Source: an optimization exercise on an open RTL-to-GDS flow (aim: small area, a short achievable clock period and few clock cycles per item). Production flows keep margins and buffers that such runs may drop.
Where RTL was checked, it was by simulation tests only, not by an equivalence proof against the original.
Power is estimated from default activity; no workload was simulated.

Setup of alpha:
Design fm_decoder, start of the top module:
module fm_decoder (
    input  wire         clk,
    input  wire         rst_n,
    input  wire         cmd_valid,
    output reg          cmd_ready,
    input  wire [31:0]  cmd_data,
    output reg          res_valid,
    input  wire         res_ready,
    output reg  [15:0]  res_head,
    output reg  [103:0] res_payload,
    output wire [31:0]  dstat
);
    localparam [1:0] C_NOBAR  = 2'd0,
                     C_NOPROG = 2'd1,
                     C_CSERR  = 2'd2,
                     C_PROG   = 2'd3;
    localparam [3:0] R_OK       = 4'd0,
                     R_EMPTY    = 4'd1,
                     R_LEFT     = 4'd2,
                     R_RIGHT    = 4'd3,
                     R_BARCOUNT = 4'd4,
                     R_SHORT    = 4'd5,
                     R_LONG     = 4'd6,
                     R_GAP      = 4'd7,
                     R_SIG      = 4'd8,
                     R_HTYPE    = 4'd9,
                     R_HINDEX   = 4'd10,
                     R_DIRECT   = 4'd11,
                     R_CSUM     = 4'd12;
    localparam [2:0] E_IDLE  = 3'd0,    
                     E_WAIT  = 3'd1,    
                     E_SRCH  = 3'd2,    
                     E_CLASS = 3'd3,    
                     E_SUM   = 3'd4,    
                     E_DEC   = 3'd5,    
                     E_VER1  = 3'd6,    
                     E_VER2  = 3'd7;    
    reg  [7:0]  last_csum;
    reg  [15:0] row_index;
    reg         aborted;
    reg         err;
    reg         line_open;
    assign dstat = {5'd0, line_open, err, aborted, last_csum, row_index};
    reg  [13:0] rem_b, rem_c, rem_prev;
    reg         q_ref;
    wire [13:0] rem_diff = rem_b - rem_c;
    wire [13:0] rem_eff  = q_ref ? rem_prev : rem_diff;
    wire        rem_nz   = (rem_eff != 14'd0);
    function lt14;
        input [13:0] a, b;
  ...
clock: 22.0 ns
lec_check: 0
abc_clock_period_in_ps: 5000
cap_margin: 30
core_margin: 2
core_utilization: 45
cts_cluster_diameter: 100
cts_cluster_size: 25
place_density: 0.6
slew_margin: 30
standard.sh (not shown) runs the stock make flow with config.mk's settings and CLKGATE_MAP_FILE= SYNTH_SCRIPT=/design/flow/synth_recipe.tcl, a recipe that flattens the netlist after the stock synthesis.
==> flow/flow/run.sh <==
#!/bin/bash
# The standard layout (standard.sh: ORFS synth .. finish, unchanged scripts),
# with the resizer's setup repair asked to keep a larger slack margin so that it
# works on paths the 22 ns clock alone would leave untouched, and with plain
# buffers (instead of the delay cells buffer_ports picks by default) on the
# ports. The SDC, clock period and all other settings are the design's.
set -euo pipefail
export SETUP_SLACK_MARGIN=16.5
export BUFFER_PORTS_ARGS="-buffer_cell sky130_fd_sc_hd__buf_2"
bash standard.sh > standard_flow.log 2>&1
Testbench counts of alpha, summed over its fixed seeds: cycles 223,144, lines 888.
[inputs] beta vs alpha
--- a/flow/flow/run.sh
+++ b/flow/flow/run.sh
@@ -8 +8 @@
-export SETUP_SLACK_MARGIN=16.5
+export SETUP_SLACK_MARGIN=16
--- outcome ---
On fmax, beta tracks alpha almost exactly.
[diff] relative slew slack, beta relative to alpha: regression
Looking at cell leakage power across both flows, beta is the stronger of the two, with alpha trailing.
alpha completed; timing, DRC and antenna clean
Every stage of the flow completed for beta, and the final layout passed the timing, design-rule and antenna checks.
Diff alpha and beta: count of cell instances traversed by the critical path lower in beta


Setup of v22:
Another version of the RTL of fm_decoder (not shown whole).
For scale: roughly 7,000 cells after synthesis, ~1,700 flip-flops, about 190 I/O pins, roughly 88,000 µm² of cells after synthesis.
Settings: LEC_CHECK=0, ABC_CLOCK_PERIOD_IN_PS=5000, CAP_MARGIN=10, CORE_MARGIN=2, CORE_UTILIZATION=45, CTS_CLUSTER_DIAMETER=100, CTS_CLUSTER_SIZE=25, PLACE_DENSITY=0.6, SLEW_MARGIN=10; clock period 22.0 ns.
==> flow/flow/run.sh <==
#!/bin/bash
# The standard layout (standard.sh: ORFS synth .. finish, unchanged scripts),
# with the resizer's setup repair asked to keep a larger slack margin so that it
# works on paths the 22 ns clock alone would leave untouched, and with plain
# buffers (instead of the delay cells buffer_ports picks by default) on the
# ports. The SDC, clock period and all other settings are the design's.
set -euo pipefail
export SETUP_SLACK_MARGIN=16.3
export BUFFER_PORTS_ARGS="-buffer_cell sky130_fd_sc_hd__buf_2"
bash standard.sh > standard_flow.log 2>&1
v22 completed end to end with timing, DRC and antenna clean.
Testbench counts of v22, summed over its fixed seeds: cycles 223,144, lines 888.
Setup changes, v22 to v43
--- a/flow/flow/run.sh
+++ b/flow/flow/run.sh
@@ -7,3 +7,3 @@
 set -euo pipefail
-export SETUP_SLACK_MARGIN=16.3
+export SETUP_SLACK_MARGIN=16
 export BUFFER_PORTS_ARGS="-buffer_cell sky130_fd_sc_hd__buf_2"
==> run notes <==
Taking v22 as the reference, in v43 clock share of power shows no meaningful change, instance count of the mapped netlist did not really move, share of the clock period used by the worst path now larger.
Relative to v22, the design area measured on v43 has decreased by a few percent.
Global route total overflow: v22 vs v43, no meaningful difference
Comparing v43 with v22, the sequential power came out essentially unchanged.
Diff v22 -> v43 | power share of the combinational group | decrease of 0.3 points
Looking at capture point of the worst path, the res_payload[70] result is from v43; the res_head[2] one comes from v22.
## Diff of input files: v54 against v43
- PLACE_DENSITY: 0.6 -> 0.7
- CAP_MARGIN: 10 -> 30
- SLEW_MARGIN: 10 -> 30
- CORE_UTILIZATION: 45 -> 55
Results
- Shortest clock period the worst path allows after layout was lower in the run labelled v54.
- Top-level port count came out exactly the same in v43 and v54.
- Leakage power of the design across v43 and v54: no real change.
- The final reports for v54 and v43 show number of tap instances lower in the former.
- ~same final worst-path cycle share in v43 and v54
- The count of clock-buffer cells in the layout in v54 was higher than what v43 gave.
- A end point of the critical path of res_payload[37] is what v54 shows, while res_payload[70] belongs to v43.
- After detailed routing, v43 needs more wire than v54.
- v54 vs v43: data arrival at the endpoint of the critical path down in v54
- v54 reports a higher utilization than v43 does.
- Compared with v43, v54 has extra setup slack.


Setup of run A:
fm_decoder, a different RTL version from the one above (not shown whole).
For scale: ~6,900 cells after synthesis, roughly 190 I/O pins, roughly 87,000 µm² of cells after synthesis.
==> flow/config.mk <==
export PLATFORM = sky130hd
export DESIGN_NAME = fm_decoder
export DESIGN_NICKNAME = fm_decoder
export VERILOG_FILES = /design/flow/design.v
export SDC_FILE = /design/flow/constraint.sdc
export NUM_CORES = 4
export LEC_CHECK = 0
export ABC_CLOCK_PERIOD_IN_PS = 5000
export CAP_MARGIN = 30
export CORE_MARGIN = 2
export CORE_UTILIZATION = 45
export CTS_BUF_LIST = sky130_fd_sc_hd__clkbuf_4 sky130_fd_sc_hd__clkbuf_8
export CTS_CLUSTER_SIZE = 20
export PLACE_DENSITY = 0.6
export SLEW_MARGIN = 30
==> flow/constraint.sdc <==
create_clock -name core_clock -period 22.0 [get_ports {clk}]
set_input_delay 4.4000 -clock core_clock [delete_from_list [all_inputs] [get_ports {clk}]]
set_output_delay 4.4000 -clock core_clock [all_outputs]
set_load 0.01 [all_outputs]
==> flow/flow/run.sh <==
#!/bin/bash
# The standard layout (standard.sh: ORFS synth .. finish, unchanged scripts),
# with the resizer's setup repair asked to keep a larger slack margin so that it
# works on paths the 22 ns clock alone would leave untouched, and with the delay
# cells kept out of the netlist (they would otherwise be picked as port buffers).
# The SDC, clock period and all other settings are the design's.
set -euo pipefail
export SETUP_SLACK_MARGIN=16
export DONT_USE_CELLS="sky130_fd_sc_hd__clkdlybuf4s15_1 sky130_fd_sc_hd__clkdlybuf4s15_2 sky130_fd_sc_hd__clkdlybuf4s18_1 sky130_fd_sc_hd__clkdlybuf4s18_2 sky130_fd_sc_hd__clkdlybuf4s25_1 sky130_fd_sc_hd__clkdlybuf4s25_2 sky130_fd_sc_hd__clkdlybuf4s50_1 sky130_fd_sc_hd__clkdlybuf4s50_2 sky130_fd_sc_hd__dlygate4sd1_1 sky130_fd_sc_hd__dlygate4sd2_1 sky130_fd_sc_hd__dlygate4sd3_1 sky130_fd_sc_hd__dlymetal6s2s_1 sky130_fd_sc_hd__dlymetal6s4s_1 sky130_fd_sc_hd__dlymetal6s6s_1"
bash standard.sh > standard_flow.log 2>&1
Run A did not stop at any stage, and its layout met the timing, design-rule and antenna checks.
The inputs of run B differ from those of run A as listed below.
# run A
export LEC_CHECK = 0
export ABC_CLOCK_PERIOD_IN_PS = 5000
export CAP_MARGIN = 30
export CORE_MARGIN = 2
export CORE_UTILIZATION = 45
export CTS_BUF_LIST = sky130_fd_sc_hd__clkbuf_4 sky130_fd_sc_hd__clkbuf_8
export CTS_CLUSTER_SIZE = 20
export PLACE_DENSITY = 0.6
export SLEW_MARGIN = 30
create_clock -name core_clock -period 22.0 [get_ports {clk}]
# run B
export LEC_CHECK = 0
export ABC_CLOCK_PERIOD_IN_PS = 5000
export CAP_MARGIN = 30
export CORE_MARGIN = 2
export CORE_UTILIZATION = 25
export PLACE_DENSITY = 0.45
export SLEW_MARGIN = 30
create_clock -name core_clock -period 22.0 [get_ports {clk}]
==> run notes <==
- In the metrics for run A and run B, the one carrying the lower met1 wire length is run A.
- Lower final-layout clock-cell area share goes to run B over run A.
- [run B vs run A] worst setup slack after layout: lower in run B
- Diff run A -> run B: endpoint required time on the critical path decreased by 150 ps relative to the old numbers; utilization -23 points.
- Compared with run A, in run B design area +about 2.4%, die footprint went up by about 80%, final cycle utilization of the critical path grew by 1.0 points.
- Looking at fmax across run A and run B, the one that comes out higher is run A.
Function was not checked in any run of this note: the RTL went through the layout flow alone.


Another version of the RTL of fm_decoder (not shown whole).
For scale: ~7000 cells after synthesis, ~1700 flip-flops, about 190 I/O pins.
Settings: LEC_CHECK=0, ABC_CLOCK_PERIOD_IN_PS=5000, CAP_MARGIN=30, CORE_MARGIN=2, CORE_UTILIZATION=45, CTS_CLUSTER_DIAMETER=100, CTS_CLUSTER_SIZE=25, PLACE_DENSITY=0.6, SLEW_MARGIN=30; clock period 22.0 ns.
==> flow/flow/run.sh <==
#!/bin/bash
# The standard layout (standard.sh: ORFS synth .. finish, unchanged scripts),
# with the resizer's setup repair asked to keep a larger slack margin so that it
# works on paths the 22 ns clock alone would leave untouched, and with plain
# buffers (instead of the delay cells buffer_ports picks by default) on the
# ports. The SDC, clock period and all other settings are the design's.
set -euo pipefail
export SETUP_SLACK_MARGIN=16
export BUFFER_PORTS_ARGS="-buffer_cell sky130_fd_sc_hd__buf_2"
bash standard.sh > standard_flow.log 2>&1
Edit:
--- a/flow/flow/run.sh
+++ b/flow/flow/run.sh
@@ -8 +8 @@
-export SETUP_SLACK_MARGIN=16
+export SETUP_SLACK_MARGIN=16.5
Maximum frequency goes down slightly.
Worst setup slack is worse by 0.051 ns.
Routed wire length goes up by a few percent.
Synthesized area is unchanged.
No run of this note included a check of the RTL's function; only the layout flow was run.

## separate check: timing with driven ports
How much do the figures lean on ideal ports? The routed layouts below were timed once more, with nothing changed but the port constraints. Step 1 assumes that a clkbuf_16 drives the clock port and a buf_2 every other input. Step 2 also shifts input and output timing later by t, the mid clock arrival at the registers, as if the neighbouring blocks saw the same clock. Three values: no drivers, after step 1, after step 2; two values: the first two.
run	t, ns	slack for setup (ns)	slew at the worst register clock pin (ns)
alpha	0.835	16.006 / 16.006 / 15.494	0.12 / 0.12
beta	0.811	16.017 / 15.931 / 15.392	0.12 / 0.12
v22	0.834	16.133 / 16.049 / 15.498	0.12 / 0.12
v43	0.847	16.003 / 15.917 / 15.416	0.11 / 0.11
v54	0.818	16.026 / 15.932 / 15.415	0.11 / 0.11
run A	1.093	15.960 / 15.881 / 14.917	0.07 / 0.07
run B	0.948	15.736 / 15.771 / 14.823	0.07 / 0.07
the first run of note 4	0.838	15.851 / 15.851 / 15.282	0.11 / 0.11
the second run of note 4	0.851	15.800 / 15.800 / 15.385	0.11 / 0.11
After both steps setup and hold are still met in every run listed. The setup slack of run A, which loses most, moves by -0.079 ns with the drivers and by -1.043 ns with both steps.
